From an optimization exercise on the open Yosys and OpenROAD flow, aimed at small area, a short achievable clock period and few clock cycles per item; shortcuts taken in it are not production practice. In this exercise RTL edits were held to simulation tests only and were not proved equivalent to the original. No activity file was given, so power comes from the tool's default toggle rates.

$ cat run.sh
#!/bin/bash
# synth_recipe.tcl (not shown) runs the flow's synth.tcl, then flattens the netlist and writes it again
# the make line also repeats each setting of config.mk as NAME=value (left out here)
make -C /OpenROAD-flow-scripts/flow DESIGN_CONFIG=/design/flow/config.mk WORK_HOME=/design/flow/orfs CLKGATE_MAP_FILE= SYNTH_SCRIPT=/design/flow/synth_recipe.tcl finish
$ cat config.mk
export PLATFORM = sky130hd
export DESIGN_NAME = pvga_draw
export DESIGN_NICKNAME = pvga_draw
export VERILOG_FILES = /design/flow/design.v
export SDC_FILE = /design/flow/constraint.sdc
export NUM_CORES = 4
export LEC_CHECK = 0
export ABC_AREA = 1
export CAP_MARGIN = 20
export CORE_MARGIN = 2
export CORE_UTILIZATION = 40
export SLEW_MARGIN = 20
$ cat constraint.sdc
create_clock -name core_clock -period 12.0 [get_ports {clk}]
set_input_delay 2.4000 -clock core_clock [delete_from_list [all_inputs] [get_ports {clk}]]
set_output_delay 2.4000 -clock core_clock [all_outputs]
set_load 0.01 [all_outputs]
$ cat design.v
module pvga_draw (
    input  wire        clk,
    input  wire        rst,           
    input  wire        cmd_we,        
    input  wire [31:0] cmd_a,
    input  wire [31:0] cmd_b,
    input  wire [31:0] fb_base,
    input  wire [2:0]  err_clr,       
    output reg         busy,
    output reg         err_busy,
    output reg         err_op,
    output reg         err_coord,
    output reg         mem_req,
    output reg         mem_we,
    output wire [31:0] mem_addr,
    output wire [31:0] mem_wdata,
    input  wire        mem_gnt,
    input  wire        mem_rvalid,
    input  wire [31:0] mem_rdata
);
    wire [3:0]         a_op = cmd_a[31:28];
    wire signed [11:0] a_xa = cmd_a[11:0];
    wire signed [11:0] a_ya = cmd_a[23:12];
    wire signed [11:0] a_yb = cmd_b[23:12];
    wire a_is_draw = (a_op >= 4'd1) && (a_op <= 4'd4);
    wire a_is_rsvd = (a_op >= 4'h7);
    wire a_x_ok  = (a_xa >= 0) && (a_xa < 640);
    wire a_ya_ok = (a_ya >= 0) && (a_ya < 480);
    wire a_yb_ok = (a_yb >= 0) && (a_yb < 480);
    wire a_coord_ok = (a_op == 4'd1) ? (a_x_ok && a_ya_ok) :
                      (a_op == 4'd4) ? (a_x_ok && a_ya_ok && a_yb_ok) : 1'b1;
    wire accept = cmd_we && a_is_draw && !busy && a_coord_ok;
    function [9:0] clamp_x(input [11:0] v);
        if (v[11])                  clamp_x = 10'd0;
        else if (v[10:0] > 11'd639) clamp_x = 10'd639;
        else                        clamp_x = v[9:0];
    endfunction
    function [8:0] clamp_y(input [11:0] v);
        if (v[11])                  clamp_y = 9'd0;
        else if (v[10:0] > 11'd479) clamp_y = 9'd479;
        else                        clamp_y = v[8:0];
    endfunction
    reg        p_s1, p_s2;    
    reg        p_a;           
    reg        p_b;           
    reg        p_c;           
    reg        p_m;           
    reg        t_hl, t_vl, t_fill;    
    reg [2:0]  col;
    reg [9:0]  rx1, rx2;      
    reg [8:0]  ry1;           
    reg [8:0]  ry2;           
    reg [5:0]  cnth;          
    reg [6:0]  stride;        
    reg        multi;         
    reg        wrap;          
    reg        at0;           
    reg        wv;            
    reg        nxd;           
    reg [29:0] addr;          
    reg [31:0] wbuf;
    assign mem_addr  = {addr, 2'b00};
    assign mem_wdata = wbuf;
    wire [14:0] cnt = {cnth, ry2};
    wire [5:0]  q1 = rx1[9:4];
    wire [3:0]  r1 = rx1[3:0];
    wire [5:0]  q2 = rx2[9:4];
    wire [3:0]  r2 = rx2[3:0];
    wire       swap  = t_hl && (rx2 < rx1);
    wire [5:0] qa = rx1 / 10;
    wire [3:0] ra = rx1 % 10;
    wire [5:0] qb = rx2 / 10;
    wire [3:0] rb = rx2 % 10;
    wire       yswap = t_vl && (ry2 < ry1);
    wire [8:0] ydiff = yswap ? (ry1 - ry2) : (ry2 - ry1);
    wire [8:0] y1m1  = yswap ? (ry2 - 9'd1) : (ry1 - 9'd1);
    wire       y1z   = (ry1 == 9'd0) || (t_vl && ry2 == 9'd0);
    wire       xa_lt10 = (rx1 < 10'd10);
    wire       xb_lt10 = (rx2 < 10'd10);
    wire       s1_wrap = y1z && (xa_lt10 || (t_hl && xb_lt10));
    wire [5:0] hspan = q2 - q1;                  
    wire       s2_multi = t_hl && (q1 != q2);
    wire       row0 = at0 && !wv;
    wire       mfull = p_s2 || p_c;              
    wire [3:0] m_lo = (multi && !row0) ? 4'd0 : r1;
    wire [3:0] m_hi = (multi && row0)  ? 4'd9 : r2;
    reg  [31:0] merged;
    reg  [31:0] fillw;
    integer s;
    always @(*) begin
        merged = mem_rdata;
        for (s = 0; s < 10; s = s + 1)
            if ((s[3:0] >= m_lo) && (s[3:0] <= m_hi))
                merged[3*s +: 3] = col;
        fillw = {2'b00, {10{col}}};
    end
    wire go     = mem_req && mem_gnt;
    wire wr_go  = p_c && go;
    wire cap    = mem_rvalid && (!wv || wr_go);
    wire drop   = mem_rvalid && wv && !wr_go;
    wire cnt_nz  = (cnt != 15'd0);
    wire cnt_ge2 = (cnt[14:1] != 14'd0);
    wire cnt_one = (cnt == 15'd1);
    wire more    = t_hl ? (multi && at0) : cnt_nz;
    wire a_to_b  = p_a && more;
    wire a_to_c  = p_a && !more;
    wire c_done  = p_c && !more && !cnt_nz;
    wire c_to_m  = p_c && !more && cnt_nz;
    wire c_to_a  = p_c && more && nxd;
    wire c_to_b  = p_c && more && !nxd && !t_hl && cnt_ge2;
    wire c_to_c  = p_c && more && !nxd && !(!t_hl && cnt_ge2);
    wire m_done  = p_m && cnt_one;
    wire done    = c_done || m_done;
    wire n_a = c_to_a;
    wire n_b = a_to_b || c_to_b;
    wire n_c = a_to_c || p_b || c_to_c;
    wire n_m = c_to_m || (p_m && !cnt_one);
    wire d_ps  = a_to_b || c_to_a || c_to_c;
    wire d_ms  = p_b;
    wire d_2s  = c_to_b;
    wire d_m1  = c_to_m || (p_m && !t_fill);
    wire d_p1  = p_m && t_fill;
    wire fix   = wrap && at0 && (d_ps || d_ms || d_2s);
    reg [15:0] delta;
    reg        cin;
    always @(*) begin
        cin   = 1'b0;
        delta = 16'd0;
        if (p_s1) begin
            if (t_fill)     delta = 16'd0;
            else if (!y1z)  delta = {1'b0, y1m1, 6'h3F};                    
            else if (s1_wrap) delta = 16'd30719;
            else            delta = 16'hFFFF;
        end else if (p_s2) begin
            delta = t_fill ? 16'd0 : {10'd0, q1};
        end else begin
            if (d_ps)      delta = {9'd0, stride};
            else if (d_2s) delta = {8'd0, stride, 1'b0};
            else if (d_ms) begin delta = ~{9'd0, stride}; cin = 1'b1; end
            else if (d_m1) delta = 16'hFFFF;
            else if (d_p1) delta = 16'd1;
            if (fix) delta = d_ms ? delta + 16'd30720 : delta - 16'd30720;
        end
    end
    wire [29:0] opb = {{14{delta[15]}}, delta};
    reg  [29:0] kg, kp, kgn, kpn;
    integer i, l;
    always @(*) begin
        kg = addr & opb;
        kp = addr ^ opb;
        kg[0] = kg[0] | (kp[0] & cin);
        for (l = 1; l < 32; l = l * 2) begin
            kgn = kg; kpn = kp;
            for (i = l; i < 30; i = i + 1) begin
                kgn[i] = kg[i] | (kp[i] & kg[i-l]);
                kpn[i] = kp[i] & kp[i-l];
            end
            kg = kgn; kp = kpn;
        end
    end
    wire [29:0] addr_nx = (addr ^ opb) ^ {kg[28:0], cin};
    wire run = p_a || p_b || p_c || p_m;
    always @(posedge clk) begin
        if (rst) begin
            busy      <= 1'b0;
            err_busy  <= 1'b0;
            err_op    <= 1'b0;
            err_coord <= 1'b0;
            mem_req   <= 1'b0;
            mem_we    <= 1'b0;
            p_s1 <= 1'b0; p_s2 <= 1'b0;
            p_a  <= 1'b0; p_b  <= 1'b0; p_c <= 1'b0; p_m <= 1'b0;
        end else begin
            if (err_clr[0]) err_busy  <= 1'b0;
            if (err_clr[1]) err_op    <= 1'b0;
            if (err_clr[2]) err_coord <= 1'b0;
            if (cmd_we) begin
                if (a_is_rsvd) err_op <= 1'b1;
                else if (a_is_draw) begin
                    if (busy) err_busy <= 1'b1;
                    else if (!a_coord_ok) err_coord <= 1'b1;
                end
            end
            if (accept) busy <= 1'b1;
            p_s1 <= accept;
            p_s2 <= p_s1;
            if (p_s2) begin
                mem_req <= 1'b1;
                mem_we  <= t_fill;
                p_m     <= t_fill;
                p_a     <= !t_fill;
            end
            if (run) begin
                if (go) begin
                    p_a <= n_a; p_b <= n_b; p_c <= n_c; p_m <= n_m;
                    if (done) begin
                        busy    <= 1'b0;
                        mem_req <= 1'b0;
                        mem_we  <= 1'b0;
                    end else begin
                        mem_we  <= n_c || n_m;
                        mem_req <= !n_c || cap || (wv && !wr_go);
                    end
                end else if (p_c) begin
                    mem_req <= cap || wv;
                end
            end
        end
    end
    always @(posedge clk) begin
        if (!busy) begin
            rx1    <= clamp_x(cmd_a[11:0]);
            ry1    <= clamp_y(cmd_a[23:12]);
            rx2    <= clamp_x(cmd_b[11:0]);
            ry2    <= cmd_b[20:12];
            col    <= cmd_a[27:25];
            t_hl   <= (cmd_a[31:28] == 4'd3);
            t_vl   <= (cmd_a[31:28] == 4'd4);
            t_fill <= (cmd_a[31:28] == 4'd2);
            addr   <= fb_base[31:2];
        end else begin
            if (p_s1 || p_s2 || go)
                addr <= addr_nx;
        end
        if (p_s1) begin
            rx1  <= {swap ? qb : qa, swap ? rb : ra};
            rx2  <= t_hl ? {swap ? qa : qb, swap ? ra : rb} : {qa, ra};
            ry2  <= t_vl ? ydiff : 9'd0;
            cnth <= t_fill ? 6'd60 : 6'd0;       
            wrap <= !t_fill && s1_wrap;
        end
        if (p_s2) begin
            stride <= t_hl ? {1'b0, hspan} : 7'd64;
            multi  <= s2_multi;
            if (t_hl) ry2 <= s2_multi ? {3'd0, hspan - 6'd1} : 9'd0;
            at0    <= 1'b1;
            wv     <= 1'b0;
            nxd    <= 1'b0;
            wbuf   <= fillw;
        end else begin
            if (cap) wbuf <= merged;
            else if (wr_go && c_to_m) wbuf <= fillw;
            wv <= cap || (wv && !wr_go);
            if (wr_go && more) at0 <= 1'b0;
            if (drop) nxd <= 1'b1;
            if (go && n_a) nxd <= 1'b0;
            if (go && ((p_c && !t_hl) || p_m)) begin
                ry2  <= cnt[8:0] - 9'd1;
                cnth <= cnt[14:9] - {5'd0, (cnt[8:0] == 9'd0)};
            end
        end
    end
endmodule
==> results.cfg, run 1 <==
[outcome]
status = timing/DRC/antenna clean

[grt]
grt_util_all_layers_pct = 23.24
grt_overflow = 0
grt_max_degree = 42
grt_first_pass_wirelength_um = 57460
grt_pass1_vias = 11190
antenna_found_initial = 0

[setup_path]
cp_data_required_time_ns = 12.16
cp.arrival_ns = 7.14
ff2ff_setup_slack_ns = 5.03
worstReg2RegStart = ry2[0]
cp-endpoint = addr[28]
end_kind = flop
r2r-end = addr[28]
crit_fanout = 13
cp_slowest_cell = fa_1
crit_start = ry2[0]
ff2ff_path_depth = 46
worstSetupPathType = reg -> reg
cp_slowest_stage_delay_ns = 0.39
crit_path_start_kind = flop

[detailed_routing]
drc_errors = 0
drt_iter0_drc = 923
viasPerCell = 5.226
num_vias = 11680
wl_um = 35680
drtPass1Iterations = 6
drtAntennaViolNets = 0
avgRoutedWirePerCell_um = 15.97

[clock_network]
cts.sinks = 136
clk_pin_slew_ns = 0.07
cts_tree = yes
hold_buffers = 0
clockBufferDepth = 2
ctsHtreeMaxLevel = 4
post_cts_buffers = 0
insertion_delay_ns = 0.44
cts_resized = 0
cts_buffers = 17
ctsRootBufferMaster = clkbuf_16

[sta]
maxSlewHeadroom_pct = 35.68
max_freq_ghz = 0.1434
period_needed_ns = 6.975
period_share_pct = 58.12
clock_skew_ns = 0.01844
rsz0062_at_grt = false
worst_slew_pin_slew_ns = 0.9637
drv_slew = 0
fin_setup_tns_ns = 0
finalHoldViolCount = 0
finalSetupViolations = 0

[layout]
antenna_cells = 0
nets = 2036
utilization_pct = 50.44
drive_gt1_share_pct = 8.509
design_area_um2 = 14870
syn2layout_area_growth_pct = 24.89
most-common-layout-cells = nand2_1, inv_1, clkdlybuf4s50_1, nor2_1, a21oi_1
final_common_cell = nand2_1

[yosys]
avgSynthCellArea_um2 = 7.256
yosysSeqAreaShare_pct = 31.61
netlist_instances = 1641
ys_types = 68
synthTopCellsByArea = edfxtp_1, nand2_1, ha_1
synth-seq-cells = 136
syn_area_um2 = 11910
yosysWarnings = 1
yosys.area.top_type = edfxtp_1
synth_edf_count = 104
synth_top_area_share_pct = 26.23
ys.flop_type = edfxtp_1
async_flop_share_pct = 0

[die]
row_count = 63
io_pins = 206
die-area_um2 = 31160
die_height_um = 176.5
initial_utilization_pct = 40.39
die_w_um = 176.5
core_um2 = 29480

[pwr]
leakagePower_nw = 6.687
pwr-share-seq_pct = 22.2
swShare_pct = 46.74
intPower_w = 0.001446
pwr-share-comb_pct = 56.7
max-vdd-ir-drop_uv = 116.1
clkPwrFrac_pct = 21.1
power_w = 0.002716
power-per-cell-area_nw_per_um2 = 182.6
switchingPower_w = 0.001269

[placement]
place_congestion = 0.9067
dp_hpwl_um = 27850
postPlaceCellArea_um2 = 14240
port_buffers = 192

[hold_path]
hp-class = reg -> reg

[run]
cap_violations = 0
## flip-flops by register name (all words and copies together), names as in the netlist, 6 cells and up
signal / cells
wbuf: 32
addr: 30
rx1: 10
rx2: 10
ry1: 9
ry2: 9
stride: 7
cnth: 6
## cells by family (layout without fill, tap and decap cells)
kind of cell | after synthesis | after routing | synth area share [%]
buffers and inverters | 257 | 460 | 8.523
flip-flops | 136 | 136 | 31.61
XOR/XNOR | 65 | 65 | 4.781
multiplexers | 3 | 3 | 0.2522
AO/OA/AOI/OAI | 333 | 333 | 16.16
other | 1 | 2 | 0.03150
AND/OR/NAND/NOR | 778 | 778 | 31.18
adder cells (fa/ha/maj) | 68 | 68 | 7.461
## final cells by class
| class | count | area [um2] |
|---|---|---|
| clock buffer | 18 | 429.2 |
| clock inverter | 14 | 200.2 |
| fill | 2903 | 14610 |
| inverter | 228 | 867.1 |
| multi-input combinational | 1249 | 7141 |
| sequential | 136 | 3764 |
| tap | 390 | 488.0 |
| timing repair buffer | 200 | 1982 |
## Yosys cell counts (3+ instances only)
cell type / count
a31oi_1: 11
nand4_1: 40
dfxtp_1: 32
edfxtp_1: 104
fa_1: 5
o21ai_0: 113
o31ai_1: 9
o22ai_1: 3
nand2_4: 6
nand3_1: 84
xor2_1: 43
a211oi_1: 3
o211ai_1: 18
and2_1: 4
ha_1: 63
clkinv_2: 3
o221ai_1: 18
nor3_1: 20
mux2i_1: 3
o21ai_1: 8
nor2_4: 8
nand2_1: 361
clkbuf_1: 22
nand2_2: 30
buf_4: 3
a21oi_1: 126
nor4_1: 3
nand3_4: 7
inv_1: 202
nor2_2: 11
inv_2: 16
nor2_1: 170
nand3_2: 19
xnor2_1: 22
o21bai_1: 3
clkinv_1: 5
## power groups by stage
stage | logic, W | clock network, W | registers (W)
2_1_floorplan | 0.00120 | 0 | 0.000603
3_3_place_gp | 0.00150 | 0 | 0.000611
3_5_place_dp | 0.00153 | 0 | 0.000612
4_1_cts | 0.00153 | 0.000582 | 0.000602
5_1_grt | 0.00176 | 0.000602 | 0.000608
6_report | 0.00154 | 0.000574 | 0.000603
## worst max-delay path, delay by kind of cell, from the launching register on
family	cells	cell delay, ns
AOI/OAI and AO/OA	11	2.10
xor gates and xnor gates	1	0.15
adders and majority gates	3	0.88
buffers and inverters	9	0.98
DFF	1	0.33
and+or+nand+nor	22	2.26
## worst min-delay path by stage
| stage | from | end | slack (ns) | cells past startpoint |
|---|---|---|---|---|
| 2_1_floorplan | at0 | at0 | 0.46 | 2 |
| 3_3_place_gp | err_coord | err_coord | 0.46 | 2 |
| 3_5_place_dp | err_coord | err_coord | 0.46 | 2 |
| 4_1_cts | err_coord | err_coord | 0.47 | 2 |
| 5_1_grt | err_coord | err_coord | 0.49 | 2 |
| 6_report | err_coord | err_coord | 0.47 | 2 |
## layer usage
metal | GRT usage, % | vias to the layer above | wire (um)
li1 | - | 5930 | -
met1 | 31.81 | 5342 | 16510
met2 | 37.32 | 371 | 16010
met3 | 4.931 | 36 | 2514
met4 | 5.854 | 0 | 643
met5 | 0 | - | 0
## per-stage QoR
step                      std cells  hold slack [ns]  worst slack (ns)
after floorplan                1642           0.4626             6.266
after global placement         2203           0.4560             5.200
after detailed placement       2203           0.4603             5.134
after CTS                      2235           0.4694             5.063
after global routing           2235           0.4949             4.150
final                          2235           0.4662             5.025
Testbench counts, summed over its fixed seeds: cycles 61,411, items 2,000.
==> run 2, diff against run 1 <==
==> flow/run.sh (new file) <==
#!/bin/bash
set -euo pipefail
export SETUP_SLACK_MARGIN=8
export TNS_END_PERCENT=100
bash standard.sh > standard_flow.log 2>&1
==> standard.sh (new file) <==
#!/bin/bash
# synth_recipe.tcl (not shown) runs the flow's synth.tcl, then flattens the netlist and writes it again
# the make line also repeats each setting of config.mk as NAME=value (left out here)
make -C /OpenROAD-flow-scripts/flow DESIGN_CONFIG=/design/flow/config.mk WORK_HOME=/design/flow/orfs CLKGATE_MAP_FILE= SYNTH_SCRIPT=/design/flow/synth_recipe.tcl "${@:-finish}"
removed: run.sh
==> run 2 against run 1 <==
Effect of this change:
- clock skew down 0.0017 ns
- core utilization rose by 7.7 points
- hold slack got worse by 0.00088 ns
- worst setup slack improved by 1.2 ns
- maximum frequency grew 20%
- first-iteration DRC count up 2.5%
- non-clock buffer count is 149 higher
- largest cell class unchanged
- highest routed layer unchanged
==> results.cfg, run 2 <==
[outcome]
status = timing/DRC/antenna clean

[detailed_routing]
drtAntennaViolNets = 0
drtPass1Iterations = 5
drt_iter0_drc = 946
wl_um = 40170
drc_errors = 0
viasPerCell = 5.309
avgRoutedWirePerCell_um = 16.83
num_vias = 12670

[yosys]
yosysSeqAreaShare_pct = 31.61
synthTopCellsByCount = nand2_1, inv_1, nor2_1
syn_area_um2 = 11910
synth_top_area_share_pct = 26.23
yosys.area.top_type = edfxtp_1
ys_types = 68
netlist_instances = 1641
synthTopCellsByArea = edfxtp_1, nand2_1, ha_1
synth-seq-cells = 136
synth_edf_count = 104
ys.flop_type = edfxtp_1
avgSynthCellArea_um2 = 7.256
async_flop_share_pct = 0
yosysWarnings = 1
yosysMostFrequentCell = nand2_1

[layout]
drive_gt1_share_pct = 23.49
most-common-layout-cells = nand2_1, clkdlybuf4s50_1, inv_1, nor2_1, buf_4
fillCellCount = 2675
regMostFlops = wbuf
nets = 2188
seq_area_um2 = 3776
reg.largest.list = wbuf x32, addr x30
largest_reg_flops = 32
syn2layout_area_growth_pct = 43.97
final_common_cell = nand2_1
antenna_cells = 0
multi_input_area_um2 = 8083

[die]
io_pins = 206
die-area_um2 = 31160
initial_utilization_pct = 40.39
row_count = 63
die_w_um = 176.5
die_height_um = 176.5
core_um2 = 29480

[sta]
maxSlewHeadroom_pct = 28.56
fin_setup_tns_ns = 0
timing.hold.ws_ns = 0.4653
clock_skew_ns = 0.01677
period_needed_ns = 5.813
max_freq_ghz = 0.1720
worst_slew_pin_slew_ns = 1.070
drv_slew = 0
finalSetupViolations = 0
rsz0062_at_grt = true
finalHoldViolCount = 0
period_share_pct = 48.44

[setup_path]
cp_slowest_stage_delay_ns = 0.41
end_kind = flop
worstSetupPathType = reg -> reg
cp_data_required_time_ns = 12.18
cp.arrival_ns = 5.99
crit_fanout = 3
crit_path_start_kind = flop
cp_slowest_cell = fa_2

[clock_network]
clk_pin_slew_ns = 0.07
insertion_delay_ns = 0.44
clockBufferDepth = 2
ctsRootBufferMaster = clkbuf_16
cts.sinks = 136
hold_buffers = 0
cts_buffers = 17
ctsHtreeMaxLevel = 4
cts_tree = yes

[pwr]
swShare_pct = 46.65
pwr-share-comb_pct = 62.6
clkPwrFrac_pct = 18.7
power-per-cell-area_nw_per_um2 = 187.6
pwr-share-seq_pct = 18.7
switchingPower_w = 0.001500
max-vdd-ir-drop_uv = 118.7
intPower_w = 0.001716
leakagePower_nw = 7.691

[grt]
grt_overflow = 0
grt_first_pass_wirelength_um = 60520
grt_pass1_vias = 11770
grt_max_degree = 41
grt_util_all_layers_pct = 24.48
antenna_found_initial = 0

[run]
cap_violations = 0

[hold_path]
hp-class = reg -> reg

[placement]
port_buffers = 192
dp_hpwl_um = 28140
place_congestion = 0.8927
[run 2: cell types whose count changed in the layout (fill, tap and decap cells not counted), sizes merged]
| cell | before | now |
|---|---|---|
| clkinvlp | 2 | 3 |
| clkbuf | 18 | 19 |
| bufinv | 4 | 5 |
| buf | 8 | 156 |
| nand4 | 43 | 44 |
| clkinv | 15 | 14 |
| nand3b | 4 | 5 |
[run 2: stage by stage]
step / std cells / power, W / utilization (%) / setup WS, ns / cell area [um2]
floorplan: 1642 / 0.001833 / - / 6.641 / 12040
finish: 2387 / 0.003216 / 58.14 / 6.187 / 17140
CTS: 2318 / 0.003030 / 54.68 / 6.462 / 16120
detailed placement: 2203 / 0.002171 / 48.72 / 5.236 / 14360
global placement: 2203 / 0.002149 / 48.72 / 5.289 / 14360
global route: 2387 / 0.003456 / 58.14 / 5.875 / 17140
[run 2: critical path, delay by kind of cell, from the launching register on]
kind	cells	cell delay, ns
adders and majority gates	2	0.64
buffers and inverters	17	1.63
DFF	1	0.35
and+or+nand+nor	20	1.83
AOI/OAI and AO/OA	8	0.97
xor gates and xnor gates	1	0.13
[run 2: timing repair]
item,CTS,global route
pin swaps,85,114
buffers inserted,81,67
cloned,2,2
endpoints found under the setup margin,112,115
resized for setup,121,129
[run 2: power by group through the flow]
stage	Combinational, W	Clock (W)	Sequential (W)
CTS	0.00182	0.000607	0.000600
finish	0.00201	0.000601	0.000601
detailed placement	0.00156	0	0.000612
floorplan	0.00123	0	0.000603
global route	0.00223	0.000624	0.000606
global placement	0.00154	0	0.000612
[run 2: path summary, 6_finish.rpt]
| kind | start | endpoint | slack (ns) | cells past startpoint |
|---|---|---|---|---|
| min | err_coord | err_coord | 0.47 | 2 |
| min reg2reg | err_coord | err_coord | 0.47 | 2 |
| max reg2reg | ry2[5] | addr[24] | 6.19 | 48 |
| max | ry2[5] | addr[24] | 6.19 | 48 |
[run 2: layout make-up]
type / instances / share of cell area, %
multi-input cells: 1251 / 47.15
repair buffers: 349 / 18.85
flip-flops and latches: 136 / 22.03
inverters: 228 / 5.270
repair inverters: 1 / 0.04380
well taps: 390 / 2.847
clock inverters: 14 / 1.299
clock buffers: 18 / 2.504
[run 2: kinds of logic after synthesis]
family	share of synthesized area, %
simple gates	31.18
mux	0.2522
other cells	0.03150
compound gates	16.16
xor+xnor	4.781
buf+inv	8.523
flops	31.61
fa+ha+maj	7.461
[run 2: layer usage]
layer	share of wire, %	up-vias	track usage, %
met2	47	435	40.66
li1	-	6269	-
met3	7.8	61	4.716
met5	0	-	0
met4	2.1	0	7.128
met1	43	5908	32.33
==> run 3, diff against run 2 <==
--- a/design.v
+++ b/design.v
@@ -41,5 +41,5 @@
         else                        clamp_y = v[8:0];
     endfunction
-    reg        p_s1, p_s2;    
+    reg        p_s1, p_h, p_s2;    
     reg        p_a;           
     reg        p_b;           
@@ -51,6 +51,4 @@
     reg [8:0]  ry1;           
     reg [8:0]  ry2;           
-    reg [5:0]  cnth;          
-    reg [6:0]  stride;        
     reg        multi;         
     reg        wrap;          
@@ -58,27 +56,30 @@
     reg        wv;            
     reg        nxd;           
+    reg        f_nz, f_ge2, f_one;    
     reg [29:0] addr;          
     reg [31:0] wbuf;
     assign mem_addr  = {addr, 2'b00};
     assign mem_wdata = wbuf;
-    wire [14:0] cnt = {cnth, ry2};
+    wire [14:0] cnt = {t_fill ? rx1[5:0] : 6'd0, ry2};
+    wire [5:0]  sm1 = t_hl ? ry2[5:0] : 6'd63;
     wire [5:0]  q1 = rx1[9:4];
     wire [3:0]  r1 = rx1[3:0];
     wire [5:0]  q2 = rx2[9:4];
     wire [3:0]  r2 = rx2[3:0];
-    wire       swap  = t_hl && (rx2 < rx1);
-    wire [5:0] qa = rx1 / 10;
-    wire [3:0] ra = rx1 % 10;
-    wire [5:0] qb = rx2 / 10;
-    wire [3:0] rb = rx2 % 10;
-    wire       yswap = t_vl && (ry2 < ry1);
-    wire [8:0] ydiff = yswap ? (ry1 - ry2) : (ry2 - ry1);
-    wire [8:0] y1m1  = yswap ? (ry2 - 9'd1) : (ry1 - 9'd1);
+    wire       swap  = rx2 < rx1;
+    wire [9:0] dvi = p_s2 ? rx2 : rx1;
+    wire [5:0] qd = dvi / 10;
+    wire [3:0] rd = dvi % 10;
+    wire [9:0] dy    = {1'b0, ry2} - {1'b0, ry1};
+    wire       yswap = t_vl && dy[9];
+    wire [8:0] ydiff = dy[9] ? (~dy[8:0] + 9'd1) : dy[8:0];
+    wire [8:0] y1    = yswap ? ry2 : ry1;
     wire       y1z   = (ry1 == 9'd0) || (t_vl && ry2 == 9'd0);
     wire       xa_lt10 = (rx1 < 10'd10);
     wire       xb_lt10 = (rx2 < 10'd10);
     wire       s1_wrap = y1z && (xa_lt10 || (t_hl && xb_lt10));
-    wire [5:0] hspan = q2 - q1;                  
-    wire       s2_multi = t_hl && (q1 != q2);
+    wire [5:0] hspan_m1 = qd + ~q1;              
+    wire       s2_multi = t_hl && (q1 != qd);
+    wire [5:0] q1m1 = q1 - 6'd1;
     wire       row0 = at0 && !wv;
     wire       mfull = p_s2 || p_c;              
@@ -99,7 +100,8 @@
     wire cap    = mem_rvalid && (!wv || wr_go);
     wire drop   = mem_rvalid && wv && !wr_go;
-    wire cnt_nz  = (cnt != 15'd0);
-    wire cnt_ge2 = (cnt[14:1] != 14'd0);
-    wire cnt_one = (cnt == 15'd1);
+    wire cnt_nz  = f_nz;
+    wire cnt_ge2 = f_ge2;
+    wire cnt_one = f_one;
+    wire cnt_dec = go && ((p_c && !t_hl) || p_m);
     wire more    = t_hl ? (multi && at0) : cnt_nz;
     wire a_to_b  = p_a && more;
@@ -128,17 +130,16 @@
         delta = 16'd0;
         if (p_s1) begin
-            if (t_fill)     delta = 16'd0;
-            else if (!y1z)  delta = {1'b0, y1m1, 6'h3F};                    
-            else if (s1_wrap) delta = 16'd30719;
-            else            delta = 16'hFFFF;
+            if (t_fill)       delta = 16'd0;
+            else if (s1_wrap) delta = 16'd30720;
+            else              delta = {1'b0, y1, 6'd0};                   
         end else if (p_s2) begin
-            delta = t_fill ? 16'd0 : {10'd0, q1};
-        end else begin
-            if (d_ps)      delta = {9'd0, stride};
-            else if (d_2s) delta = {8'd0, stride, 1'b0};
-            else if (d_ms) begin delta = ~{9'd0, stride}; cin = 1'b1; end
+            delta = t_fill ? 16'd0 : {{10{q1 == 6'd0}}, q1m1};           
+        end else begin
+            if (d_ps)      begin delta = {10'd0, sm1};       cin = 1'b1; end
+            else if (d_2s) begin delta = {9'd0, sm1, 1'b1};  cin = 1'b1; end
+            else if (d_ms) delta = ~{10'd0, sm1};
             else if (d_m1) delta = 16'hFFFF;
             else if (d_p1) delta = 16'd1;
-            if (fix) delta = d_ms ? delta + 16'd30720 : delta - 16'd30720;
+            if (fix) delta[15:11] = d_ms ? 5'b01110 : 5'b10001;         
         end
     end
@@ -169,5 +170,5 @@
             mem_req   <= 1'b0;
             mem_we    <= 1'b0;
-            p_s1 <= 1'b0; p_s2 <= 1'b0;
+            p_s1 <= 1'b0; p_h <= 1'b0; p_s2 <= 1'b0;
             p_a  <= 1'b0; p_b  <= 1'b0; p_c <= 1'b0; p_m <= 1'b0;
         end else begin
@@ -184,5 +185,6 @@
             if (accept) busy <= 1'b1;
             p_s1 <= accept;
-            p_s2 <= p_s1;
+            p_h  <= p_s1 && t_hl;
+            p_s2 <= (p_s1 && !t_hl) || p_h;
             if (p_s2) begin
                 mem_req <= 1'b1;
@@ -209,4 +211,15 @@
     end
     always @(posedge clk) begin
+        if (p_s2 || (p_a && t_hl)) begin
+            f_nz  <= (cnt != 15'd0);
+            f_ge2 <= (cnt[14:1] != 14'd0);
+            f_one <= (cnt == 15'd1);
+        end else if (cnt_dec) begin
+            f_nz  <= (cnt[14:1] != 14'd0);
+            f_ge2 <= (cnt > 15'd2);
+            f_one <= (cnt == 15'd2);
+        end
+    end
+    always @(posedge clk) begin
         if (!busy) begin
             rx1    <= clamp_x(cmd_a[11:0]);
@@ -224,14 +237,20 @@
         end
         if (p_s1) begin
-            rx1  <= {swap ? qb : qa, swap ? rb : ra};
-            rx2  <= t_hl ? {swap ? qa : qb, swap ? ra : rb} : {qa, ra};
+            if (t_hl) begin
+                rx1 <= swap ? rx2 : rx1;
+                rx2 <= swap ? rx1 : rx2;
+            end else begin
+                rx1 <= {qd, rd};
+                rx2 <= {qd, rd};
+            end
             ry2  <= t_vl ? ydiff : 9'd0;
-            cnth <= t_fill ? 6'd60 : 6'd0;       
+            if (t_fill) rx1[5:0] <= 6'd60;       
             wrap <= !t_fill && s1_wrap;
         end
+        if (p_h) rx1 <= {qd, rd};
         if (p_s2) begin
-            stride <= t_hl ? {1'b0, hspan} : 7'd64;
+            if (t_hl) rx2 <= {qd, rd};
             multi  <= s2_multi;
-            if (t_hl) ry2 <= s2_multi ? {3'd0, hspan - 6'd1} : 9'd0;
+            if (t_hl) ry2 <= s2_multi ? {3'd0, hspan_m1} : 9'd0;
             at0    <= 1'b1;
             wv     <= 1'b0;
@@ -245,7 +264,7 @@
             if (drop) nxd <= 1'b1;
             if (go && n_a) nxd <= 1'b0;
-            if (go && ((p_c && !t_hl) || p_m)) begin
-                ry2  <= cnt[8:0] - 9'd1;
-                cnth <= cnt[14:9] - {5'd0, (cnt[8:0] == 9'd0)};
+            if (cnt_dec) begin
+                ry2  <= ry2 - 9'd1;
+                if (ry2 == 9'd0) rx1[5:0] <= rx1[5:0] - 6'd1;
             end
         end
==> run.sh (new file) <==
#!/bin/bash
# synth_recipe.tcl (not shown) runs the flow's synth.tcl, then flattens the netlist and writes it again
# the make line also repeats each setting of config.mk as NAME=value (left out here)
make -C /OpenROAD-flow-scripts/flow DESIGN_CONFIG=/design/flow/config.mk WORK_HOME=/design/flow/orfs CLKGATE_MAP_FILE= SYNTH_SCRIPT=/design/flow/synth_recipe.tcl finish
removed: flow/run.sh
removed: standard.sh
==> run 3 against run 2 <==
Effect of this change:
- non-clock buffer count decreased by 150
- clock-buffer cell count decreased by 1
- worst setup slack got worse by 0.93 ns
- design area decreased by 21%
- register-to-register slack got worse by 0.93 ns
- combinational power decreased by 43%
- critical endpoint is now addr[29]
==> results.cfg, run 3 <==
[die]
io_pins = 206
die-area_um2 = 28250
core_um2 = 26730
row_count = 60
initial_utilization_pct = 40.29
die_w_um = 168.1
die_height_um = 168.1

[run]
cap_violations = 0

[pwr]
leakagePower_nw = 5.995
power_w = 0.002221
power-per-cell-area_nw_per_um2 = 163.3
max-vdd-ir-drop_uv = 83.69

[yosys]
async_flop_share_pct = 0
syn_area_um2 = 10770
synth_edf_count = 84
netlist_instances = 1507
synth-seq-cells = 127
synthAdderAreaFrac_pct = 7.598
synthTopCellsByArea = edfxtp_1, nand2_1, dfxtp_1
synthSimpleGateAreaFrac_pct = 27.14
synth.mux.area_fraction_pct = 0
synthTopCellsByCount = nand2_1, inv_1, nor2_1
synth_xor_area_share_pct = 4.636
synth_top_family_by_area = simple AND/OR/NAND/NOR gates
yosysMostFrequentCell = nand2_1
synth_top_area_share_pct = 23.42
synth_compound_area_share_pct = 20.47
avgSynthCellArea_um2 = 7.146
ys_types = 62
yosysWarnings = 1
ys.flop_type = edfxtp_1
yosysSeqAreaShare_pct = 31.42
yosys.area.top_type = edfxtp_1

[grt]
antenna_found_initial = 2
grt_pass1_vias = 10280
grtUsageMet3_pct = 6.817
grt_overflow = 0
gr-usage-met1_pct = 30.80
grt_util_all_layers_pct = 23.79
grt_max_degree = 74
busiest_layer = met2
use_met2_pct = 38.86
grt_first_pass_wirelength_um = 53570

[layout]
antenna_cells = 0
largest_reg_flops = 32
final_common_cell = nand2_1
syn2layout_area_growth_pct = 26.28
regMostFlops = wbuf
reg.largest.list = wbuf x32, addr x30
utilization_pct = 50.88
design_area_um2 = 13600
fillCellCount = 2700
most-common-layout-cells = nand2_1, clkdlybuf4s50_1, inv_1, nor2_1, o21ai_0
nets = 1887
drive_gt1_share_pct = 6.643

[clock_network]
clk_pin_slew_ns = 0.07
ctsRootBufferMaster = clkbuf_16
cts_buffers = 17
cts.sinks = 127
post_cts_buffers = 0
ctsHtreeMaxLevel = 4
insertion_delay_ns = 0.44
cts_resized = 0
hold_buffers = 0
cts_tree = yes
clockBufferDepth = 2

[detailed_routing]
drt_iter0_drc = 1049
avgRoutedWirePerCell_um = 16.53
viasPerCell = 5.351
drtAntennaViolNets = 0
drc_errors = 0
drtPass1Iterations = 6
wl_um = 33750
num_vias = 10930

[setup_path]
worstReg2RegStart = t_hl
crit_path_start_kind = flop
cp_data_required_time_ns = 12.15
ff2ff_path_depth = 36
path_buf_inv = 5
cp_slowest_stage_delay_ns = 0.62
cp_slowest_cell = clkinv_1
cp.arrival_ns = 6.90
ff2ff_setup_slack_ns = 5.26
cp_top_family = compound AO/OA/AOI/OAI gates
worstSetupPathType = reg -> reg
r2r-end = addr[29]
crit_fanout = 35
end_kind = flop
path_common_cell = nor2_1

[sta]
finalHoldViolCount = 0
finalSetupViolations = 0
clock_skew_ns = 0.01609
fin_setup_tns_ns = 0
rsz0062_at_grt = false
period_needed_ns = 6.745
worst_slew_pin_slew_ns = 0.9504
period_share_pct = 56.21
maxSlewHeadroom_pct = 35.81
drv_slew = 0
max_freq_ghz = 0.1483

[placement]
postPlaceCellArea_um2 = 13000
dp_hpwl_um = 25730
port_buffers = 192
place_congestion = 0.8958

[hold_path]
holdPathStages = 2
min_from = err_op
hp-class = reg -> reg
min_to = err_op

[outcome]
status = timing/DRC/antenna clean
## run 3: final cells by class
cell class | instances | area (um2) | area share [%]
Multi-Input combinational cell | 1141 | 6464 | 47.53
Sequential cell | 127 | 3383 | 24.88
Timing Repair Buffer | 199 | 1974 | 14.52
Inverter | 202 | 758.2 | 5.575
Tap cell | 341 | 426.7 | 3.137
Clock buffer | 17 | 425.4 | 3.128
Clock inverter | 15 | 167.7 | 1.233
## run 3: logic make-up (layout without fill, tap and decap cells)
group	count (synthesis)	after routing
AOI/OAI and AO/OA	385	385
xor gates and xnor gates	57	57
adders and majority gates	63	63
buffers and inverters	240	433
DFF	127	127
other	1	2
and+or+nand+nor	634	634
## run 3: worst max-delay path by stage
stage                     startpoint        to  slack (ns)  depth (start not counted)
after global placement          t_hl  addr[29]        5.44                         36
after detailed placement        t_hl  addr[29]        5.35                         36
after global routing            t_hl  addr[28]        4.49                         41
after floorplan              mem_gnt   wbuf[0]        6.64                          4
final                           t_hl  addr[29]        5.26                         36
after CTS                       t_hl  addr[29]        5.32                         36
## run 3: tightest hold or removal path, stage by stage, from the launching register on
cell and delay [ns]:
dfxtp_1 0.31, nand2_1 0.06, a21oi_1 0.06
## run 3: power breakdown
| part | switching, W | internal (W) |
|---|---|---|
| combinational | 0.000731 | 0.000411 |
| sequential | 0.0000424 | 0.000511 |
| clock | 0.000248 | 0.000279 |
## run 3: routing by layer
layer / wire [um] / part of all wire (%)
met1: 14580 / 43
met2: 15340 / 45
met3: 3107 / 9.2
met4: 714 / 2.1
met5: 13 / 0.039
## run 3: stage by stage
step                std cells  hold WS [ns]  setup slack [ns]
global placement         2010        0.4578             5.441
detailed placement       2010        0.4588             5.354
finish                   2042        0.4720             5.255
global route             2042        0.4894             4.494
floorplan                1508        0.4755             6.639
CTS                      2042        0.4729             5.316
Testbench counts of run 3, summed over its fixed seeds: cycles 62,097, items 2,000.
==> run 4, diff against run 3 <==
==> flow/run.sh (new file) <==
#!/bin/bash
set -euo pipefail
export SETUP_SLACK_MARGIN=7.5
export TNS_END_PERCENT=100
bash standard.sh > standard_flow.log 2>&1
==> standard.sh (new file) <==
#!/bin/bash
# synth_recipe.tcl (not shown) runs the flow's synth.tcl, then flattens the netlist and writes it again
# the make line also repeats each setting of config.mk as NAME=value (left out here)
make -C /OpenROAD-flow-scripts/flow DESIGN_CONFIG=/design/flow/config.mk WORK_HOME=/design/flow/orfs CLKGATE_MAP_FILE= SYNTH_SCRIPT=/design/flow/synth_recipe.tcl "${@:-finish}"
removed: run.sh
==> run 4 against run 3 <==
Effect of this change:
- largest cell class unchanged
- clock skew hardly changed
- non-clock buffer count rose by 103
- hold slack worse by 0.0018 ns
- highest routed layer is now met4
- die area unchanged
==> results.cfg, run 4 <==
[detailed_routing]
drt_iter0_drc = 838
drc_errors = 0
viasPerCell = 5.406
num_vias = 11610
drtPass1Iterations = 5
drtAntennaViolNets = 0
wl_um = 36350
avgRoutedWirePerCell_um = 16.92

[layout]
stdcell_count = 2148
final_common_cell = nand2_1
regMostFlops = wbuf
largest_reg_flops = 32
multi_input_area_um2 = 7169
seq_area_um2 = 3393
most-common-layout-cells = nand2_1, clkdlybuf4s50_1, inv_1, nor2_1, a21oi_1
fillCellCount = 2513
antenna_cells = 0
drive_gt1_share_pct = 19.15
syn2layout_area_growth_pct = 41.87
reg.largest.list = wbuf x32, addr x30
nets = 1993

[placement]
place_congestion = 0.8924
dp_hpwl_um = 26060
port_buffers = 192
dp.cells = 2011
pre_cts_slack_ns = 5.583

[sta]
finalHoldViolCount = 0
timing.hold.ws_ns = 0.4703
maxSlewHeadroom_pct = 31.00
period_share_pct = 44.80
clock_skew_ns = 0.01632
finalSetupViolations = 0
drv_slew = 0
period_needed_ns = 5.376
worst_slew_pin_slew_ns = 1.022
fin_setup_tns_ns = 0
rsz0062_at_grt = true
max_freq_ghz = 0.1860
setup_slack_ns = 6.624

[yosys]
yosysWarnings = 1
yosysSeqAreaShare_pct = 31.42
syn_area_um2 = 10770
netlist_instances = 1507
avgSynthCellArea_um2 = 7.146
yosys.area.top_type = edfxtp_1
synth_edf_count = 84
ys_types = 62
yosysMostFrequentCell = nand2_1
synth-seq-cells = 127
async_flop_share_pct = 0
synthTopCellsByCount = nand2_1, inv_1, nor2_1
synth_top_area_share_pct = 23.42
ys.flop_type = edfxtp_1
synthTopCellsByArea = edfxtp_1, nand2_1, dfxtp_1

[pwr]
power-per-cell-area_nw_per_um2 = 171.7
leakagePower_nw = 6.687
max-vdd-ir-drop_uv = 102.0
power_w = 0.002623

[setup_path]
cp_slowest_cell = o21ai_0
cp_slowest_stage_delay_ns = 0.73
crit_path_start_kind = flop
crit_fanout = 11
r2r-end = ry2[2]
ff2ff_setup_slack_ns = 6.62
worstSetupPathType = reg -> reg
worstReg2RegStart = p_s2
cp.arrival_ns = 5.70
end_kind = flop
cp_data_required_time_ns = 12.32
ff2ff_path_depth = 30

[die]
initial_utilization_pct = 40.29
row_count = 60
die-area_um2 = 28250
die_height_um = 168.1
die_w_um = 168.1
core_um2 = 26730
io_pins = 206

[grt]
grt_util_all_layers_pct = 25.06
grt_max_degree = 74
grt_overflow = 0
antenna_found_initial = 0
grt_pass1_vias = 11170
grt_first_pass_wirelength_um = 56410

[clock_network]
clockBufferDepth = 2
clk_pin_slew_ns = 0.07
cts_tree = yes
ctsHtreeMaxLevel = 4
insertion_delay_ns = 0.44
cts_buffers = 17
hold_buffers = 0
cts.sinks = 127
ctsRootBufferMaster = clkbuf_16

[hold_path]
holdPathStages = 2
min_to = err_op
min_from = err_op
hp-class = reg -> reg

[outcome]
status = timing/DRC/antenna clean

[run]
cap_violations = 0
==> run 4: cell counts after synthesis <==
Identical to the previous run, type by type.
==> run 4: cell families after synthesis <==
kind of cell,share of synthesized area (%)
other,0.03482
flip-flops,31.42
XOR/XNOR,4.636
adder cells (fa/ha/maj),7.599
AO/OA/AOI/OAI,20.47
AND/OR/NAND/NOR,27.14
buffers and inverters,8.702
==> run 4: timing repair <==
action                     in CTS  in global routing
buffers inserted               59                 41
setup endpoints to repair      49                 63
pin swaps                      63                 78
gates cloned                    5                  0
gates resized for setup        86                 99
==> run 4: per-stage QoR <==
step	utilization [%]	cell area, um2
floorplan	-	10920
global placement	49.16	13140
detailed placement	49.16	13140
CTS	54.46	14560
global route	57.17	15280
finish	57.17	15280
==> run 4: where the power goes <==
group	total (W)	internal [W]	leakage (nW)	switching, W
Sequential	0.000557	0.000511	1.20	0.0000455
Combinational	0.00153	0.000629	5.20	0.000903
Clock	0.000534	0.000296	0.290	0.000238
Total	0.00262	0.00144	6.69	0.00119
==> run 4: how the worst max path moves through the flow <==
| stage | from | to | slack [ns] |
|---|---|---|---|
| finish | p_s2 | ry2[2] | 6.62 |
| global route | rx1[8] | ry2[2] | 6.33 |
| CTS | rx1[7] | ry2[2] | 6.71 |
| detailed placement | p_s2 | ry2[2] | 5.58 |
| global placement | p_s2 | ry2[2] | 5.67 |
| floorplan | rx1[8] | ry2[2] | 7.04 |
==> run 4: routing by layer <==
metal	wire, um	GRT usage, %	vias up
li1	-	-	5720
met1	15190	31.60	5408
met4	950	7.759	0
met3	2626	4.913	66
met5	0	0	-
met2	17580	43.37	419
==> run 4: area by class of cell <==
cell class	instances	share of cell area (%)
multi-input combinational	1144	46.92
clock inverter	15	1.081
inverter	202	5.184
timing repair buffer	302	19.02
clock buffer	17	2.784
sequential	127	22.21
tap	341	2.793
==> run 4: critical path, delay by kind of cell (launching register included) <==
kind	cells	cell delay, ns
adders and majority gates	1	0.32
and+or+nand+nor	22	2.92
DFF	1	0.37
buffers and inverters	5	0.66
AOI/OAI and AO/OA	2	1.01
==> run 5, diff against run 4 <==
--- a/design.v
+++ b/design.v
@@ -41,5 +41,5 @@
         else                        clamp_y = v[8:0];
     endfunction
-    reg        p_s1, p_h, p_s2;    
+    reg        p_s1, p_h, p_s2, p_h2;    
     reg        p_a;           
     reg        p_b;           
@@ -47,4 +47,6 @@
     reg        p_m;           
     reg        t_hl, t_vl, t_fill;    
+    reg        t_nhl;         
+    reg        more;          
     reg [2:0]  col;
     reg [9:0]  rx1, rx2;      
@@ -57,10 +59,12 @@
     reg        nxd;           
     reg        f_nz, f_ge2, f_one;    
-    reg [29:0] addr;          
+    reg [14:0] alo;
+    reg [14:0] ahi, ahi1;     
+    reg        cf;
     reg [31:0] wbuf;
-    assign mem_addr  = {addr, 2'b00};
+    assign mem_addr  = {cf ? ahi1 : ahi, alo, 2'b00};
     assign mem_wdata = wbuf;
     wire [14:0] cnt = {t_fill ? rx1[5:0] : 6'd0, ry2};
-    wire [5:0]  sm1 = t_hl ? ry2[5:0] : 6'd63;
+    wire [5:0]  sm1 = ry2[5:0] | {6{t_nhl}};
     wire [5:0]  q1 = rx1[9:4];
     wire [3:0]  r1 = rx1[3:0];
@@ -68,7 +72,7 @@
     wire [3:0]  r2 = rx2[3:0];
     wire       swap  = rx2 < rx1;
-    wire [9:0] dvi = p_s2 ? rx2 : rx1;
-    wire [5:0] qd = dvi / 10;
-    wire [3:0] rd = dvi % 10;
+    wire [5:0] qd = rx1 / 10;
+    wire [3:0] rd = rx1 % 10;
+    wire [5:0] q1s2 = t_hl ? rx2[9:4] : rx1[9:4];    
     wire [9:0] dy    = {1'b0, ry2} - {1'b0, ry1};
     wire       yswap = t_vl && dy[9];
@@ -79,7 +83,7 @@
     wire       xb_lt10 = (rx2 < 10'd10);
     wire       s1_wrap = y1z && (xa_lt10 || (t_hl && xb_lt10));
-    wire [5:0] hspan_m1 = qd + ~q1;              
-    wire       s2_multi = t_hl && (q1 != qd);
-    wire [5:0] q1m1 = q1 - 6'd1;
+    wire [5:0] hspan_m1 = q2 + ~q1;              
+    wire       s2_multi = t_hl && (q1s2 != qd);
+    wire [5:0] q1m1 = q1s2 - 6'd1;
     wire       row0 = at0 && !wv;
     wire       mfull = p_s2 || p_c;              
@@ -104,5 +108,4 @@
     wire cnt_one = f_one;
     wire cnt_dec = go && ((p_c && !t_hl) || p_m);
-    wire more    = t_hl ? (multi && at0) : cnt_nz;
     wire a_to_b  = p_a && more;
     wire a_to_c  = p_a && !more;
@@ -110,6 +113,6 @@
     wire c_to_m  = p_c && !more && cnt_nz;
     wire c_to_a  = p_c && more && nxd;
-    wire c_to_b  = p_c && more && !nxd && !t_hl && cnt_ge2;
-    wire c_to_c  = p_c && more && !nxd && !(!t_hl && cnt_ge2);
+    wire c_to_b  = p_c && more && !nxd && cnt_ge2;      
+    wire c_to_c  = p_c && more && !nxd && !cnt_ge2;
     wire m_done  = p_m && cnt_one;
     wire done    = c_done || m_done;
@@ -134,5 +137,5 @@
             else              delta = {1'b0, y1, 6'd0};                   
         end else if (p_s2) begin
-            delta = t_fill ? 16'd0 : {{10{q1 == 6'd0}}, q1m1};           
+            delta = t_fill ? 16'd0 : {{10{q1s2 == 6'd0}}, q1m1};         
         end else begin
             if (d_ps)      begin delta = {10'd0, sm1};       cin = 1'b1; end
@@ -144,21 +147,6 @@
         end
     end
-    wire [29:0] opb = {{14{delta[15]}}, delta};
-    reg  [29:0] kg, kp, kgn, kpn;
-    integer i, l;
-    always @(*) begin
-        kg = addr & opb;
-        kp = addr ^ opb;
-        kg[0] = kg[0] | (kp[0] & cin);
-        for (l = 1; l < 32; l = l * 2) begin
-            kgn = kg; kpn = kp;
-            for (i = l; i < 30; i = i + 1) begin
-                kgn[i] = kg[i] | (kp[i] & kg[i-l]);
-                kpn[i] = kp[i] & kp[i-l];
-            end
-            kg = kgn; kp = kpn;
-        end
-    end
-    wire [29:0] addr_nx = (addr ^ opb) ^ {kg[28:0], cin};
+    wire [15:0] lo_sum = {1'b0, alo} + {1'b0, delta[14:0]} + {15'd0, cin};
+    wire        cf_nx  = delta[15] ? (cf && lo_sum[15]) : (cf || lo_sum[15]);
     wire run = p_a || p_b || p_c || p_m;
     always @(posedge clk) begin
@@ -170,5 +158,5 @@
             mem_req   <= 1'b0;
             mem_we    <= 1'b0;
-            p_s1 <= 1'b0; p_h <= 1'b0; p_s2 <= 1'b0;
+            p_s1 <= 1'b0; p_h <= 1'b0; p_s2 <= 1'b0; p_h2 <= 1'b0;
             p_a  <= 1'b0; p_b  <= 1'b0; p_c <= 1'b0; p_m <= 1'b0;
         end else begin
@@ -187,5 +175,6 @@
             p_h  <= p_s1 && t_hl;
             p_s2 <= (p_s1 && !t_hl) || p_h;
-            if (p_s2) begin
+            p_h2 <= p_s2 && t_hl;
+            if ((p_s2 && !t_hl) || p_h2) begin
                 mem_req <= 1'b1;
                 mem_we  <= t_fill;
@@ -211,7 +200,11 @@
     end
     always @(posedge clk) begin
-        if (p_s2 || (p_a && t_hl)) begin
+        if (p_s2 && t_hl) begin
+            f_nz  <= 1'b0;
+            f_ge2 <= 1'b0;
+            f_one <= 1'b0;
+        end else if (p_s2 || (p_b && t_hl)) begin
             f_nz  <= (cnt != 15'd0);
-            f_ge2 <= (cnt[14:1] != 14'd0);
+            f_ge2 <= !t_hl && (cnt[14:1] != 14'd0);
             f_one <= (cnt == 15'd1);
         end else if (cnt_dec) begin
@@ -229,11 +222,17 @@
             col    <= cmd_a[27:25];
             t_hl   <= (cmd_a[31:28] == 4'd3);
+            t_nhl  <= (cmd_a[31:28] != 4'd3);
             t_vl   <= (cmd_a[31:28] == 4'd4);
             t_fill <= (cmd_a[31:28] == 4'd2);
-            addr   <= fb_base[31:2];
-        end else begin
-            if (p_s1 || p_s2 || go)
-                addr <= addr_nx;
-        end
+            alo    <= fb_base[16:2];
+            ahi    <= fb_base[31:17];
+            cf     <= 1'b0;
+        end else begin
+            if (p_s1 || p_s2 || go) begin
+                alo <= lo_sum[14:0];
+                cf  <= cf_nx;
+            end
+        end
+        if (p_s1) ahi1 <= ahi + 15'd1;
         if (p_s1) begin
             if (t_hl) begin
@@ -248,9 +247,16 @@
             wrap <= !t_fill && s1_wrap;
         end
-        if (p_h) rx1 <= {qd, rd};
+        if (p_h) begin
+            rx1 <= rx2;
+            rx2 <= {qd, rd};
+        end
+        if (p_h2) ry2 <= multi ? {3'd0, hspan_m1} : 9'd0;
         if (p_s2) begin
-            if (t_hl) rx2 <= {qd, rd};
+            if (t_hl) begin
+                rx1 <= rx2;
+                rx2 <= {qd, rd};
+            end
             multi  <= s2_multi;
-            if (t_hl) ry2 <= s2_multi ? {3'd0, hspan_m1} : 9'd0;
+            more   <= t_hl ? s2_multi : (cnt != 15'd0);
             at0    <= 1'b1;
             wv     <= 1'b0;
@@ -262,4 +268,5 @@
             wv <= cap || (wv && !wr_go);
             if (wr_go && more) at0 <= 1'b0;
+            if (wr_go) more <= t_nhl && cnt_ge2;
             if (drop) nxd <= 1'b1;
             if (go && n_a) nxd <= 1'b0;
==> flow/run.sh (replaced) <==
#!/bin/bash
set -euo pipefail
export SETUP_SLACK_MARGIN=7.5
export TNS_END_PERCENT=100
export BUFFER_PORTS_ARGS="-buffer_cell sky130_fd_sc_hd__buf_1"
bash standard.sh > standard_flow.log 2>&1
--- a/config.mk
+++ b/config.mk
@@ -8,5 +8,5 @@
 export ABC_AREA = 1
 export CAP_MARGIN = 20
-export CORE_MARGIN = 2
-export CORE_UTILIZATION = 40
+export CORE_AREA = 2 2 166.08 166.08
+export DIE_AREA = 0 0 168.08 168.08
 export SLEW_MARGIN = 20
==> run 5 against run 4 <==
Effect of this change:
- still clean on timing, DRC and antenna
- die area stayed put
- global-route usage is 1.1 points lower
- critical endpoint is now more
- wire length is 4.6% lower
- critical path type unchanged
- power is 15% lower
- largest power group unchanged
- synthesized cell count is 0.80% lower
- clock skew is 0.0041 ns lower
- sequential share of layout area is 6.8 points higher
- area after synthesis is 1.3% higher
- first-iteration DRC count is 0.72% higher
- non-clock buffer count is 46 lower
==> results.cfg, run 5 <==
[sta]
drv_slew = 0
max_freq_ghz = 0.2267
timing.hold.ws_ns = 0.4762
maxSlewHeadroom_pct = 33.06
period_needed_ns = 4.412
setup_slack_ns = 7.588
period_share_pct = 36.77
finalSetupViolations = 0
fin_setup_tns_ns = 0
worst_slew_pin_slew_ns = 1.000
finalHoldViolCount = 0
rsz0062_at_grt = true
clock_skew_ns = 0.01219

[detailed_routing]
viasPerCell = 5.420
drtPass1Iterations = 5
num_vias = 11260
drc_errors = 0
drt-met1-wl_um = 14930
drt_iter0_drc = 844
highest_layer = met4
wl_met3_um = 2381
wl_um = 34690
avgRoutedWirePerCell_um = 16.69
drtAntennaViolNets = 0
routed-wl-met2_um = 16310

[yosys]
synthTopCellsByArea = edfxtp_1, nand2_1, dfxtp_1
avgSynthCellArea_um2 = 7.298
yosysSeqAreaShare_pct = 35.41
async_flop_share_pct = 0
yosys.area.top_type = edfxtp_1
netlist_instances = 1495
synth_top_area_share_pct = 25.87
yosysWarnings = 1
ys_types = 61
synth_edf_count = 94
ys.flop_type = edfxtp_1
syn_area_um2 = 10910
synth-seq-cells = 146
yosysMostFrequentCell = nand2_1
synthTopCellsByCount = nand2_1, inv_1, nor2_1

[die]
row_count = 60
die_height_um = 168.1
io_pins = 206
core_um2 = 26730
die-area_um2 = 28250
die_w_um = 168.1
initial_utilization_pct = 40.82

[grt]
grt_max_degree = 80
antenna_found_initial = 0
grt_overflow = 0
grt_first_pass_wirelength_um = 54140
grt_util_all_layers_pct = 23.93
grt_pass1_vias = 10610

[layout]
final_common_cell = nand2_1
utilization_pct = 50.19
nets = 1907
regMostFlops = wbuf
antenna_cells = 0
drive_gt1_share_pct = 13.70
syn2layout_area_growth_pct = 22.95
largest_reg_flops = 32
most-common-layout-cells = nand2_1, buf_1, inv_1, nor2_1, o21ai_0

[clock_network]
cts_tree = yes
insertion_delay_ns = 0.44
ctsHtreeMaxLevel = 4
clockBufferDepth = 2
hold_buffers = 0
cts.sinks = 146
cts_buffers = 17
ctsRootBufferMaster = clkbuf_16
clk_pin_slew_ns = 0.07

[pwr]
pwr-share-comb_pct = 47.3
switchingPower_w = 0.0009571
clkPwrFrac_pct = 24.6
intPower_w = 0.001275
max-vdd-ir-drop_uv = 78.69
swShare_pct = 42.87
power-per-cell-area_nw_per_um2 = 166.4
leakagePower_nw = 5.756
pwr-share-seq_pct = 28.1

[setup_path]
crit_cells = 32
end_kind = flop
ff2ff_setup_slack_ns = 7.59
path_buf_inv = 5
ff2ff_path_depth = 32
cp.arrival_ns = 4.58
cp_top_family = simple AND/OR/NAND/NOR gates
crit_path_start_kind = flop
worstSetupPathType = reg -> reg
path_common_cell = nand2_2
crit_fanout = 8
cp_slowest_cell = dfxtp_4
cp_data_required_time_ns = 12.17
cp_slowest_stage_delay_ns = 0.35

[placement]
dp_hpwl_um = 25270
pre_cts_slack_ns = 6.571
place_congestion = 0.9062
port_buffers = 192

[run]
cap_violations = 0

[outcome]
status = timing/DRC/antenna clean

[hold_path]
holdPathStages = 2
hp-class = reg -> reg
run 5: changes by cell type after synthesis, moves of 10 or more:
cell      previous run  this run
o211ai_1            17        30
clkbuf_1            24        35
edfxtp_1            84        94
ha_1                59        42
nor2_1             170       157
a21oi_1            135       114
run 5: through the flow:
step | power [W] | area, um2 | std cells
6_report | 0.002232 | 13410 | 2078
5_1_grt | 0.002369 | 13410 | 2078
4_1_cts | 0.002150 | 13050 | 2064
3_5_place_dp | 0.001464 | 11940 | 1991
3_3_place_gp | 0.001449 | 11940 | 1991
2_1_floorplan | 0.001273 | 10920 | 1496
run 5: path summary, 6_finish.rpt:
check                               start         to
worst max-delay path               rx1[7]       more
worst min register to register  err_coord  err_coord
worst min-delay path            err_coord  err_coord
worst max register to register     rx1[7]       more
run 5: layout make-up:
cell class / instances / area [um2]
Multi-Input combinational cell: 1100 / 6507
Fill cell: 2699 / 13310
Inverter: 204 / 794.5
Sequential cell: 146 / 3885
Tap cell: 341 / 426.7
Clock buffer: 17 / 425.4
Timing Repair Buffer: 256 / 1227
Clock inverter: 14 / 147.6
run 5: timing repair:
| action | in CTS | in global routing |
|---|---|---|
| setup endpoints to repair | 18 | 17 |
| pin swaps | 40 | 47 |
| resized for setup | 61 | 73 |
| setup buffers | 42 | 14 |
run 5: tightest hold or removal path: stages (launching register included):
cell and delay [ns]:
dfxtp_1 0.31, nand2_1 0.06, a21oi_1 0.06
run 5: power groups by stage:
stage	Combinational (W)	Sequential, W	Clock [W]
after floorplan	0.000654	0.000618	0
after global placement	0.000815	0.000635	0
after detailed placement	0.000829	0.000635	0
after CTS	0.000972	0.000623	0.000554
after global routing	0.00116	0.000632	0.000574
final	0.00106	0.000628	0.000548
run 5: per-layer routing:
layer,GRT usage (%),up-vias
li1,-,5572
met1,30.94,5177
met2,40.80,439
met3,3.832,74
met4,8.246,0
met5,0,-
run 5: cells by family after synthesis:
kind of cell	Yosys count	share of synthesized area [%]
compound gates	379	20.21
xor+xnor	51	4.094
fa+ha+maj	46	5.550
buf+inv	250	8.738
flops	146	35.41
mux	3	0.3096
other cells	1	0.03437
simple gates	619	25.65
Testbench counts of run 5, summed over its fixed seeds: cycles 62,783, items 2,000.
==> run 6, diff against run 5 <==
--- a/config.mk
+++ b/config.mk
@@ -9,4 +9,5 @@
 export CAP_MARGIN = 20
 export CORE_AREA = 2 2 166.08 166.08
+export CTS_BUF_LIST = sky130_fd_sc_hd__clkbuf_4 sky130_fd_sc_hd__clkbuf_8
 export DIE_AREA = 0 0 168.08 168.08
 export SLEW_MARGIN = 20
==> run 6 against run 5 <==
Effect of this change:
- still clean on timing, DRC and antenna
- combinational power increased by 4%
- sequential share of layout area increased by 0.30 points
- clock skew increased by 0.0088 ns
- wire length decreased by 0.37%
- first-iteration DRC count increased by 7.0%
- sequential cell count unchanged
- synthesized cell count unchanged
- area after synthesis unchanged
- core utilization decreased by 0.51 points
- worst setup slack improved by 0.031 ns
- critical path type unchanged
==> results.cfg, run 6 <==
[grt]
grt_pass1_vias = 10600
grt_first_pass_wirelength_um = 53980
antenna_found_initial = 0
grt_max_degree = 80
grt_overflow = 0
grt_util_all_layers_pct = 23.80

[die]
core_um2 = 26730
io_pins = 206
die-area_um2 = 28250
die_height_um = 168.1
initial_utilization_pct = 40.82
row_count = 60
die_w_um = 168.1

[yosys]
ys_types = 61
synth_top_area_share_pct = 25.87
synthTopCellsByCount = nand2_1, inv_1, nor2_1
ys.flop_type = edfxtp_1
async_flop_share_pct = 0
netlist_instances = 1495
yosys.area.top_type = edfxtp_1
synth_edf_count = 94
syn_area_um2 = 10910
synth-seq-cells = 146
yosysWarnings = 1
yosysMostFrequentCell = nand2_1
yosysSeqAreaShare_pct = 35.41
avgSynthCellArea_um2 = 7.298
synthTopCellsByArea = edfxtp_1, nand2_1, dfxtp_1

[clock_network]
clk_pin_slew_ns = 0.09
ctsHtreeMaxLevel = 4
insertion_delay_ns = 0.47
cts_tree = yes
hold_buffers = 0
cts.sinks = 146
cts_buffers = 17
clockBufferDepth = 2
ctsRootBufferMaster = clkbuf_8

[layout]
stdcell_count = 2085
multi_input_area_um2 = 6521
drive_gt1_share_pct = 14.11
most-common-layout-cells = nand2_1, buf_1, inv_1, nor2_1, o21ai_0
syn2layout_area_growth_pct = 21.70
regMostFlops = wbuf
nets = 1914
final_common_cell = nand2_1
fillCellCount = 2731
largest_reg_flops = 32
antenna_cells = 0
seq_area_um2 = 3885

[detailed_routing]
viasPerCell = 5.388
drtAntennaViolNets = 0
num_vias = 11230
wl_um = 34560
avgRoutedWirePerCell_um = 16.58
drt_iter0_drc = 903
drtPass1Iterations = 5
drc_errors = 0

[pwr]
leakagePower_nw = 5.692
power-per-cell-area_nw_per_um2 = 161.1
max-vdd-ir-drop_uv = 81.83

[sta]
drv_slew = 0
clock_skew_ns = 0.02099
finalSetupViolations = 0
period_share_pct = 36.51
rsz0062_at_grt = true
max_freq_ghz = 0.2282
worst_slew_pin_slew_ns = 0.9759
fin_setup_tns_ns = 0
period_needed_ns = 4.381
finalHoldViolCount = 0
setup_slack_ns = 7.619
maxSlewHeadroom_pct = 34.70

[setup_path]
cp_slowest_cell = dfxtp_4
end_kind = flop
path_common_cell = nand2_4
worstSetupPathType = reg -> reg
crit_fanout = 8
cp_data_required_time_ns = 12.19
path_buf_inv = 3
cp.arrival_ns = 4.57
cp_top_family = simple AND/OR/NAND/NOR gates
cp_slowest_stage_delay_ns = 0.40
crit_path_start_kind = flop

[placement]
pre_cts_slack_ns = 6.571
port_buffers = 192
dp.cells = 1991
place_congestion = 0.9062
dp_hpwl_um = 25270

[outcome]
status = timing/DRC/antenna clean

[hold_path]
hp-class = reg -> reg

[run]
cap_violations = 0
## run 6: metrics by stage
| stage | utilization [%] | power, W | hold slack [ns] | cell area [um2] |
|---|---|---|---|---|
| after CTS | 48.04 | 0.002010 | 0.4806 | 12840 |
| after global routing | 49.68 | 0.002280 | 0.5044 | 13280 |
| after global placement | 44.67 | 0.001449 | 0.4538 | 11940 |
| after detailed placement | 44.67 | 0.001464 | 0.4642 | 11940 |
| final | 49.68 | 0.002140 | 0.4798 | 13280 |
| after floorplan | - | 0.001273 | 0.4619 | 10920 |
## run 6: path summary, 6_finish.rpt
kind	startpoint	end	slack [ns]	depth (start not counted)
min	err_coord	err_coord	0.48	2
max reg2reg	rx1[9]	more	7.62	28
max	rx1[9]	more	7.62	28
min reg2reg	err_coord	err_coord	0.48	2
## run 6: cell families (layout without fill, tap and decap cells)
kind of cell	Yosys count	after routing	share of synthesized area, %
AND/OR/NAND/NOR	619	619	25.65
AO/OA/AOI/OAI	379	379	20.21
buffers and inverters	250	498	8.738
flip-flops	146	146	35.41
XOR/XNOR	51	51	4.094
adder cells (fa/ha/maj)	46	46	5.550
multiplexers	3	3	0.3096
other	1	2	0.03437
## run 6: layer usage
layer | up-vias | share of wire, % | GRT usage (%)
met2 | 396 | 47 | 40.68
met3 | 55 | 6.6 | 3.667
li1 | 5577 | - | -
met5 | - | 0 | 0
met1 | 5206 | 44 | 31.06
met4 | 0 | 2.6 | 7.571
## run 6: layout make-up
class | count | area share [%]
multi-input combinational | 1100 | 49.11
tap | 341 | 3.213
inverter | 204 | 5.965
clock buffer | 17 | 1.762
clock inverter | 14 | 1.112
sequential | 146 | 29.26
timing repair buffer | 263 | 9.574
## run 6: power by group
| part | switching, W | total, W | internal [W] |
|---|---|---|---|
| sequential | 0.0000485 | 0.000627 | 0.000579 |
| clock | 0.000237 | 0.000408 | 0.000171 |
| combinational | 0.000675 | 0.00110 | 0.000429 |
## run 6: worst reg2reg max path, delay by kind of cell (launching register included)
kind	cells	cell delay, ns
flops	1	0.40
buf+inv	3	0.45
xor+xnor	1	0.18
simple gates	20	2.62
compound gates	4	0.45
## run 6: repair_timing
| action | 4_1_cts | 5_1_grt |
|---|---|---|
| setup endpoints to repair | 18 | 16 |
| gates resized for setup | 59 | 76 |
| pin swaps | 38 | 47 |
| setup buffers | 39 | 24 |

==> separate check: timing with driven ports <==
How much do the figures lean on ideal ports? The routed layouts below were timed once more, with nothing changed but the port constraints.
Step 1: set_driving_cell puts a clkbuf_16 on clk and a buf_2 on each other input, an assumption about the parent block.
Step 2 times the ports against the registers' clock, not the clock port: input delays grow and output delays shrink by t, the midpoint of the rising clock arrivals with the driver on.
Three values: no drivers, after step 1, after step 2; two values: the first two.
run	t, ns	setup slack, ns	worst hold slack (ns)	pins driven straight from the clock port
run 1	0.475	5.025 / 5.025 / 5.025	0.466 / 0.466 / 0.466	1
run 2	0.482	6.187 / 6.187 / 6.187	0.465 / 0.465 / 0.465	1
run 3	0.481	5.255 / 5.255 / 5.255	0.472 / 0.472 / 0.472	1
run 4	0.476	6.624 / 6.624 / 6.624	0.470 / 0.470 / 0.470	1
run 5	0.481	7.588 / 7.588 / 7.414	0.476 / 0.476 / 0.476	1
run 6	0.506	7.619 / 7.608 / 7.426	0.480 / 0.480 / 0.480	1
After both steps setup and hold are still met in every run listed. For run 6, which loses most, drivers alone change the setup slack by -0.011 ns; drivers and shift together by -0.193 ns.
